From an optimization exercise on the open Yosys and OpenROAD flow, aimed at small area; shortcuts taken in it are not production practice.
In this exercise RTL edits were held to simulation tests only and were not proved equivalent to the original.

--- flow/design.v ---
module duty_clamp #(
    parameter integer W          = 32,
    parameter integer PWM_PERIOD = 32768
) (
    input  wire [W-1:0] x,
    output wire [15:0]  y
);
    localparam [W-1:0] SAFE_MAX_DUTY = PWM_PERIOD - 1;
    assign y = (x > SAFE_MAX_DUTY) ? SAFE_MAX_DUTY[15:0] : x[15:0];
endmodule
module cadence_gen #(
    parameter [31:0]  RNG_CONST = 32'hA5A5A5A5,
    parameter integer MIN_SPEED = 1,
    parameter integer MAX_SPEED = 5
) (
    input  wire [31:0] seed,
    output wire [31:0] seed1,
    output wire [7:0]  speed
);
    localparam [31:0] SPAN = MAX_SPEED - MIN_SPEED + 1;
    wire [31:0] seed_mod;
    assign seed1    = {seed[30:0], 1'b0} ^ {30'd0, seed[31:30]} ^ RNG_CONST;
    assign seed_mod = seed1 % SPAN;
    assign speed    = MIN_SPEED[7:0] + seed_mod[7:0];
endmodule
module hsv2duty #(
    parameter integer PWM_PERIOD = 32768,
    parameter integer CAL_R      = 100,
    parameter integer CAL_G      = 85,
    parameter integer CAL_B      = 110
) (
    input  wire [8:0]  h,    
    input  wire [7:0]  s,
    input  wire [7:0]  v,
    output reg  [15:0] r,
    output reg  [15:0] g,
    output reg  [15:0] b
);
    wire [8:0]  region_w = h / 9'd60;
    wire [8:0]  hmod_w   = h % 9'd60;
    wire [2:0]  region   = region_w[2:0];
    wire [5:0]  hmod     = hmod_w[5:0];
    wire [13:0] rem_num  = hmod * 8'd255;
    wire [13:0] rem_w    = rem_num / 14'd60;
    wire [7:0]  rem      = rem_w[7:0];
    wire [15:0] s_rem_num  = s * rem;
    wire [15:0] s_nrem_num = s * (8'd255 - rem);
    wire [15:0] s_rem_w    = s_rem_num / 16'd255;
    wire [15:0] s_nrem_w   = s_nrem_num / 16'd255;
    wire [7:0]  s_rem      = s_rem_w[7:0];
    wire [7:0]  s_nrem     = s_nrem_w[7:0];
    wire [15:0] p_num = v * (8'd255 - s);
    wire [15:0] q_num = v * (8'd255 - s_rem);
    wire [15:0] t_num = v * (8'd255 - s_nrem);
    wire [15:0] p_w   = p_num / 16'd255;
    wire [15:0] q_w   = q_num / 16'd255;
    wire [15:0] t_w   = t_num / 16'd255;
    wire [7:0]  p     = p_w[7:0];
    wire [7:0]  q     = q_w[7:0];
    wire [7:0]  t     = t_w[7:0];
    reg  [7:0]  r8, g8, b8;
    always @(*) begin
        case (region)
            3'd0:    begin r8 = v; g8 = t; b8 = p; end
            3'd1:    begin r8 = q; g8 = v; b8 = p; end
            3'd2:    begin r8 = p; g8 = v; b8 = t; end
            3'd3:    begin r8 = p; g8 = q; b8 = v; end
            3'd4:    begin r8 = t; g8 = p; b8 = v; end
            default: begin r8 = v; g8 = p; b8 = q; end
        endcase
    end
    localparam [16:0] PERIOD = PWM_PERIOD;
    wire [24:0] r_scl_num = r8 * PERIOD;
    wire [24:0] g_scl_num = g8 * PERIOD;
    wire [24:0] b_scl_num = b8 * PERIOD;
    wire [24:0] a_scl_num = v  * PERIOD;
    wire [24:0] r_scl_w   = r_scl_num / 25'd255;
    wire [24:0] g_scl_w   = g_scl_num / 25'd255;
    wire [24:0] b_scl_w   = b_scl_num / 25'd255;
    wire [24:0] a_scl_w   = a_scl_num / 25'd255;
    wire [24:0] r_cal_num = r_scl_w[16:0] * CAL_R[7:0];
    wire [24:0] g_cal_num = g_scl_w[16:0] * CAL_G[7:0];
    wire [24:0] b_cal_num = b_scl_w[16:0] * CAL_B[7:0];
    wire [24:0] r_cal     = r_cal_num / 25'd100;
    wire [24:0] g_cal     = g_cal_num / 25'd100;
    wire [24:0] b_cal     = b_cal_num / 25'd100;
    wire [15:0] r_clp, g_clp, b_clp, a_clp;
    duty_clamp #(.W(18), .PWM_PERIOD(PWM_PERIOD)) u_clp_r (.x(r_cal[17:0]),   .y(r_clp));
    duty_clamp #(.W(18), .PWM_PERIOD(PWM_PERIOD)) u_clp_g (.x(g_cal[17:0]),   .y(g_clp));
    duty_clamp #(.W(18), .PWM_PERIOD(PWM_PERIOD)) u_clp_b (.x(b_cal[17:0]),   .y(b_clp));
    duty_clamp #(.W(18), .PWM_PERIOD(PWM_PERIOD)) u_clp_a (.x(a_scl_w[17:0]), .y(a_clp));
    always @(*) begin
        if (s == 8'd0) begin
            r = a_clp; g = a_clp; b = a_clp;
        end else begin
            r = r_clp; g = g_clp; b = b_clp;
        end
    end
endmodule
module hsv_cycle_core (
    input  wire        clk,
    input  wire        rst,           
    input  wire        cmd_valid,
    output wire        cmd_ready,
    input  wire [63:0] cmd_data,
    output wire        rsp_valid,
    input  wire        rsp_ready,
    output wire [63:0] rsp_data,
    output wire        chw_valid,
    input  wire        chw_ready,
    output wire [17:0] chw_data
);
    localparam integer PWM_PERIOD = 32768;
    localparam integer MIN_SPEED  = 1;
    localparam integer MAX_SPEED  = 5;
    localparam integer CAL_R      = 100;
    localparam integer CAL_G      = 85;
    localparam integer CAL_B      = 110;
    localparam [31:0]  RNG_CONST  = 32'hA5A5A5A5;
    localparam [3:0] OP_INIT    = 4'h1;
    localparam [3:0] OP_ADVANCE = 4'h2;
    localparam [3:0] OP_NEXTSPD = 4'h3;
    localparam [3:0] OP_CONVERT = 4'h4;
    localparam [3:0] OP_CLAMP   = 4'h5;
    localparam [3:0] OP_RDREG   = 4'h6;
    localparam [3:0] RC_OK       = 4'd0;
    localparam [3:0] RC_ILLEGAL  = 4'd1;
    localparam [3:0] RC_DOMAIN   = 4'd2;
    localparam [3:0] RC_NOT_INIT = 4'd3;
    localparam [2:0] S_IDLE = 3'd0;
    localparam [2:0] S_EXEC = 3'd1;
    localparam [2:0] S_CHW0 = 3'd2;
    localparam [2:0] S_CHW1 = 3'd3;
    localparam [2:0] S_CHW2 = 3'd4;
    localparam [2:0] S_RSP  = 3'd5;
    reg [2:0]  state;
    reg        inited;
    reg [2:0]  err;               
    reg [31:0] seed_q;
    reg [8:0]  hue_q;
    reg [7:0]  stepc_q;
    reg [7:0]  speed_q;
    reg [7:0]  sat_q;
    reg [7:0]  val_q;
    reg [63:0] cmd_q;
    reg [63:0] rsp_q;
    reg [15:0] duty_r, duty_g, duty_b;
    wire [31:0] status = {28'd0, err, inited};
    wire [3:0] op    = cmd_q[63:60];
    wire [8:0] c_hue = cmd_q[24:16];
    wire [7:0] c_sat = cmd_q[15:8];
    wire [7:0] c_val = cmd_q[7:0];
    wire [3:0] c_reg = cmd_q[3:0];
    reg illegal;
    always @(*) begin
        case (op)
            OP_INIT:    illegal = (cmd_q[59:48] != 0);
            OP_ADVANCE: illegal = (cmd_q[59:0]  != 0);
            OP_NEXTSPD: illegal = (cmd_q[59:0]  != 0);
            OP_CONVERT: illegal = (cmd_q[59:25] != 0);
            OP_CLAMP:   illegal = (cmd_q[59:32] != 0);
            OP_RDREG:   illegal = (cmd_q[59:4]  != 0) || (c_reg >= 4'd7);
            default:    illegal = 1'b1;
        endcase
    end
    wire needs_init = (op == OP_ADVANCE) || (op == OP_NEXTSPD) ||
                      ((op == OP_RDREG) && (c_reg != 4'd0));
    wire not_init   = needs_init && !inited;
    wire domain     = (op == OP_CONVERT) && (c_hue >= 9'd360);
    wire [8:0] sc_inc  = {1'b0, stepc_q} + 9'd1;
    wire       hstep   = (sc_inc >= {1'b0, speed_q});
    wire [7:0] sc_next = hstep ? 8'd0 : sc_inc[7:0];
    wire [9:0] hs_inc  = {1'b0, hue_q} + (hstep ? 10'd1 : 10'd0);
    wire       wrap    = (hs_inc >= 10'd360);
    wire [8:0] hs_next = wrap ? 9'd0 : hs_inc[8:0];
    wire [31:0] gen_in = (op == OP_INIT) ? cmd_q[31:0] : seed_q;
    wire [31:0] gen_seed1;
    wire [7:0]  gen_speed;
    cadence_gen #(.RNG_CONST(RNG_CONST), .MIN_SPEED(MIN_SPEED), .MAX_SPEED(MAX_SPEED))
        u_gen (.seed(gen_in), .seed1(gen_seed1), .speed(gen_speed));
    wire       is_adv = (op == OP_ADVANCE);
    wire [8:0] cv_h   = is_adv ? hs_next : c_hue;
    wire [7:0] cv_s   = is_adv ? sat_q   : c_sat;
    wire [7:0] cv_v   = is_adv ? val_q   : c_val;
    wire [15:0] cv_r, cv_g, cv_b;
    hsv2duty #(.PWM_PERIOD(PWM_PERIOD), .CAL_R(CAL_R), .CAL_G(CAL_G), .CAL_B(CAL_B))
        u_conv (.h(cv_h), .s(cv_s), .v(cv_v), .r(cv_r), .g(cv_g), .b(cv_b));
    wire [15:0] adv_r, adv_g, adv_b, clamp_y;
    duty_clamp #(.W(16), .PWM_PERIOD(PWM_PERIOD)) u_oclp_r (.x(cv_r), .y(adv_r));
    duty_clamp #(.W(16), .PWM_PERIOD(PWM_PERIOD)) u_oclp_g (.x(cv_g), .y(adv_g));
    duty_clamp #(.W(16), .PWM_PERIOD(PWM_PERIOD)) u_oclp_b (.x(cv_b), .y(adv_b));
    duty_clamp #(.W(32), .PWM_PERIOD(PWM_PERIOD)) u_cmd_clp (.x(cmd_q[31:0]), .y(clamp_y));
    reg [31:0] rd_val;
    always @(*) begin
        case (c_reg)
            4'd0:    rd_val = status;
            4'd1:    rd_val = seed_q;
            4'd2:    rd_val = {23'd0, hue_q};
            4'd3:    rd_val = {24'd0, stepc_q};
            4'd4:    rd_val = {24'd0, speed_q};
            4'd5:    rd_val = {24'd0, sat_q};
            default: rd_val = {24'd0, val_q};
        endcase
    end
    always @(posedge clk) begin
        if (rst) begin
            state  <= S_IDLE;
            inited <= 1'b0;
            err    <= 3'b000;
        end else begin
            case (state)
                S_IDLE: begin
                    if (cmd_valid) begin
                        cmd_q <= cmd_data;
                        state <= S_EXEC;
                    end
                end
                S_EXEC: begin
                    state <= S_RSP;
                    if (illegal) begin
                        err[0] <= 1'b1;
                        rsp_q  <= {RC_ILLEGAL, 60'd0};
                    end else if (not_init) begin
                        err[2] <= 1'b1;
                        rsp_q  <= {RC_NOT_INIT, 60'd0};
                    end else if (domain) begin
                        err[1] <= 1'b1;
                        rsp_q  <= {RC_DOMAIN, 60'd0};
                    end else begin
                        case (op)
                            OP_INIT: begin
                                seed_q  <= gen_seed1;
                                speed_q <= gen_speed;
                                hue_q   <= 9'd0;
                                stepc_q <= 8'd0;
                                sat_q   <= cmd_q[47:40];
                                val_q   <= cmd_q[39:32];
                                inited  <= 1'b1;
                                rsp_q   <= 64'd0;
                            end
                            OP_ADVANCE: begin
                                stepc_q <= sc_next;
                                hue_q   <= hs_next;
                                if (wrap) begin
                                    seed_q  <= gen_seed1;
                                    speed_q <= gen_speed;
                                end
                                duty_r <= adv_r;
                                duty_g <= adv_g;
                                duty_b <= adv_b;
                                rsp_q  <= 64'd0;
                                state  <= S_CHW0;
                            end
                            OP_NEXTSPD: begin
                                seed_q <= gen_seed1;
                                rsp_q  <= {56'd0, gen_speed};
                            end
                            OP_CONVERT: rsp_q <= {16'd0, cv_r, cv_g, cv_b};
                            OP_CLAMP:   rsp_q <= {48'd0, clamp_y};
                            default:    rsp_q <= {32'd0, rd_val};    
                        endcase
                    end
                end
                S_CHW0: if (chw_ready) state <= S_CHW1;
                S_CHW1: if (chw_ready) state <= S_CHW2;
                S_CHW2: if (chw_ready) state <= S_RSP;
                S_RSP: if (rsp_ready) state <= S_IDLE;
                default: state <= S_IDLE;
            endcase
        end
    end
    assign cmd_ready = (state == S_IDLE);
    assign rsp_valid = (state == S_RSP);
    assign rsp_data  = rsp_q;
    assign chw_valid = (state == S_CHW0) || (state == S_CHW1) || (state == S_CHW2);
    assign chw_data  = (state == S_CHW0) ? {2'd0, duty_r} :
                       (state == S_CHW1) ? {2'd1, duty_g} :
                                           {2'd2, duty_b};
endmodule
--- flow/run.sh ---
#!/bin/bash
# synth_recipe.tcl (not shown) runs the flow's synth.tcl, then flattens the netlist and writes it again
# the make line also repeats each setting of config.mk as NAME=value (left out here)
make -C /OpenROAD-flow-scripts/flow DESIGN_CONFIG=/design/flow/config.mk WORK_HOME=/design/flow/orfs CLKGATE_MAP_FILE= SYNTH_SCRIPT=/design/flow/synth_recipe.tcl finish
--- flow/config.mk ---
export PLATFORM = sky130hd
export DESIGN_NAME = hsv_cycle_core
export DESIGN_NICKNAME = hsv_cycle_core
export VERILOG_FILES = /design/flow/design.v
export SDC_FILE = /design/flow/constraint.sdc
export NUM_CORES = 4
export LEC_CHECK = 0
export CAP_MARGIN = 20
export CORE_MARGIN = 2
export CORE_UTILIZATION = 40
export SLEW_MARGIN = 20
--- flow/constraint.sdc ---
create_clock -name core_clock -period 120.0 [get_ports {clk}]
set_input_delay 24.0000 -clock core_clock [delete_from_list [all_inputs] [get_ports {clk}]]
set_output_delay 24.0000 -clock core_clock [all_outputs]
set_load 0.01 [all_outputs]
==> results.py <==
metrics = {
    "clocking": {
        "numCtsBuffers": 30,
        "numClockSinks": 241,
        "clockBufferDepth": 3,
        "ctsHoldBuffers": 0,
        "cts_max_level": 1,
        "path_clk_slew_ns": 0.07,
        "clock_latency_ns": 0.62,
        "cts_tree": "done",
        "post-cts-setup-buffers": 0,
        "cts-resized-gates": 0,
        "cts_root_buf": "clkbuf_16",
    },
    "placement": {
        "io_buffers": 139,
        "placed_cell_area_mm2": 0.0858,
        "gp_congestion": 0.998,
        "post-dp-hpwl_mm": 254,
    },
    "setup_path": {
        "r2r_end": "duty_b[13]",
        "critPathLaunch": "stepc_q[0]",
        "required_ns": 120.33,
        "critPathMaxFanout": 37,
        "cp_slowest_stage_delay_ns": 1.00,
        "critPathMostFrequentCell": "nand2_1",
        "critPathSlowestCell": "o41ai_1",
        "crit_type": "reg -> reg",
        "r2r-start": "stepc_q[0]",
        "worstRegToRegCells": 267,
        "r2r_slack_ns": 34.40,
        "crit_path_start_kind": "register",
        "endpoint_kind": "register",
        "cp.arrival_ns": 85.93,
    },
    "global_route": {
        "grt.total_usage_pct": 28.3,
        "grt_pass1_wl_mm": 484,
        "grt_max_degree": 65,
        "gr-total-overflow": 0,
        "grt_pass1_vias": 84526,
        "antenna_found_initial": 13,
    },
    "yosys": {
        "yosysSeqAreaShare_pct": 8.76,
        "ys.flop_type": "edfxtp_1",
        "yosys.area.top_type": "edfxtp_1",
        "ys_types": 166,
        "synth_cells": 11452,
        "synth-edff-count": 234,
        "ys_warn_count": 2,
        "async_flop_share_pct": 0,
        "synth_area_mm2": 0.0818,
        "synthTopCellsByArea": "edfxtp_1 8.6%, ha_1 7.0%, fa_1 6.5%, nand2_1 5.8%, xnor2_1 5.5%",
        "synth_top_area_share_pct": 8.59,
        "syn_avg_cell_area_um2": 7.14,
        "ys_ff_latch": 241,
    },
    "status": {
        "status": "timing/DRC/antenna clean",
    },
    "floorplan": {
        "die_h_um": 456,
        "die_x_um": 456,
        "start_util_pct": 40.3,
        "die_area_mm2": 0.208,
        "rows": 165,
        "io-pin-count": 154,
        "core_area_mm2": 0.203,
    },
    "sta": {
        "finalHoldViolCount": 0,
        "slew_viol_final": 0,
        "min_period_ns": 85.60,
        "worst_pin_slew_ns": 1.15,
        "rsz0062_at_grt": "no",
        "skew_ns": 0.0190,
        "setup_tns_ns": 0,
        "setup_violations": 0,
        "slew_headroom_pct": 22.7,
        "fin_crit_sh_pct": 71.3,
        "clock.fmax_ghz": 0.0117,
    },
    "min_path": {
        "whs_endpoint": "sat_q[6]",
        "hold_path_class": "reg -> reg",
        "min-delay-start": "cmd_q[46]",
        "holdPathStages": 0,
    },
    "final_layout": {
        "layout.nets": 12136,
        "synthToLayoutAreaGrowth_pct": 6.27,
        "finalInstanceArea_mm2": 0.0869,
        "drive_gt1_share_pct": 6.64,
    },
    "route": {
        "post-route-drc-count": 0,
        "via_per_inst": 6.43,
        "firstDrtPassIters": 10,
        "drt.antenna.violating_nets": 0,
        "vias": 90354,
        "drtIter0Drc": 9308,
        "wl_mm": 312,
        "wl_per_cell_um": 22.2,
    },
    "run": {
        "max_cap_violations": 0,
    },
}
==> cells in the mapped netlist (all sizes together) (87+ instances only) <==
master and instances:
o31ai 112, ha 456, xnor2 522, mux2i 182
clkbuf 299, nor4 140, nor3 407, a211oi 197
nor2b 87, fa 267, edfxtp 234, nand2 1275
o21a 129, nand3 402, nand2b 130, xor2 233
and3 163, inv 729, o21ai 657, a31oi 201
nor2 1136, o211ai 180, and2 193, a21oi 697
or3 152, o22ai 94, nand4 149, buf 142
or2 158, a21o 153
==> worst max-delay path, delay by kind of cell (launching register included) <==
family                     cells  cell delay (ns)
and+or+nand+nor               85            24.44
xor gates and xnor gates      10             4.94
DFF                            1             0.49
buffers and inverters         20             3.54
adders and majority gates     32            12.54
AOI/OAI and AO/OA            113            36.59
muxes                          7             2.56
==> cells in the final DEF (no fill, tap or decap), types with 129 or more instances in the layout <==
| cell type | Yosys | final |
|---|---|---|
| a211oi_1 | 172 | 171 |
| a21o_1 | 152 | 152 |
| a21oi_1 | 683 | 683 |
| a31oi_1 | 192 | 192 |
| and2_1 | 188 | 188 |
| and3_1 | 162 | 162 |
| buf_4 | 32 | 139 |
| clkdlybuf4s50_1 | 0 | 139 |
| edfxtp_1 | 234 | 234 |
| fa_1 | 267 | 267 |
| ha_1 | 456 | 456 |
| inv_1 | 714 | 714 |
| mux2i_1 | 179 | 172 |
| nand2_1 | 1267 | 1267 |
| nand2b_1 | 129 | 129 |
| nand3_1 | 395 | 394 |
| nand4_1 | 146 | 146 |
| nor2_1 | 1127 | 1125 |
| nor3_1 | 388 | 383 |
| o211ai_1 | 169 | 169 |
| o21ai_0 | 547 | 547 |
| or3_1 | 151 | 151 |
| xnor2_1 | 515 | 509 |
| xor2_1 | 231 | 231 |
==> sequential cells by signal, summed over array words and instances, names as in the netlist <==
register	flops
cmd_q	64
err	3
stepc_q	8
seed_q	31
hue_q	9
duty_b	16
duty_g	16
state	3
duty_r	16
sat_q	8
inited	1
speed_q	8
val_q	8
rsp_q	50
==> stage by stage <==
| stage | setup WS (ns) | utilization, % | instances | hold slack [ns] |
|---|---|---|---|---|
| floorplan | 50.55 | - | 11475 | 0.427 |
| global placement | 38.08 | 42.3 | 13982 | 0.450 |
| detailed placement | 36.36 | 42.3 | 13984 | 0.441 |
| CTS | 35.85 | 42.8 | 14040 | 0.467 |
| global route | 27.32 | 42.9 | 14042 | 0.484 |
| finish | 34.40 | 42.9 | 14046 | 0.470 |
==> how the worst max path moves through the flow <==
stage | endpoint | slack (ns) | cells after the start
CTS | duty_b[13] | 35.85 | 267
floorplan | rsp_q[16] | 50.55 | 321
global route | duty_b[13] | 27.32 | 265
global placement | duty_b[7] | 38.08 | 268
finish | duty_b[13] | 34.40 | 267
detailed placement | duty_b[13] | 36.36 | 267
==> metal layers <==
metal  global-route usage, %  part of all wire, %  up-vias
li1                        -                    -    42528
met1                    36.6                   42    43438
met2                    47.2                   46     3718
met3                    2.79                  6.3      666
met4                    13.6                  5.5        4
met5                       0               0.0067        -
==> area by class of cell <==
class / instances / area (um2)
tap: 2672 / 3340
inverter: 740 / 2780
multi-input combinational: 10052 / 70100
timing repair buffer: 279 / 2440
clock inverter: 23 / 256
fill: 20953 / 116000
antenna: 6 / 15.0
clock buffer: 33 / 762
sequential: 241 / 7170
==> kinds of logic after synthesis <==
kind of cell	share of synthesized area, %
flip-flops	8.76
AND/OR/NAND/NOR	28.9
other	0.00918
multiplexers	3.28
buffers and inverters	5.81
adder cells (fa/ha/maj)	13.8
AO/OA/AOI/OAI	31.2
XOR/XNOR	8.22

what the ideal ports hide:
Ports are ideal in the flow. The routed layout listed here was re-timed in OpenROAD.
Step 1 assumes that a clkbuf_16 drives the clock port and a buf_2 every other input.
Step 2 moves the port delays by t, midway between the first and last clock arrival at a register: inputs arrive t later, outputs are due t later. That takes back most of the time a late clock gives input paths.
Three values: ideal, step 1, step 2; two values: the first two.
shift t [ns]: 0.675
setup slack, ns: 34.403 / 34.403 / 34.403
hold WS [ns]: 0.470 / 0.470 / 0.470
clock arrival spread, ns: 0.019 / 0.019
worst register clock-pin slew, ns: 0.07 / 0.07
After both steps setup and hold are still met in this run. The setup slack of this run moves by 0.000 ns with the drivers and by 0.000 ns with both steps.
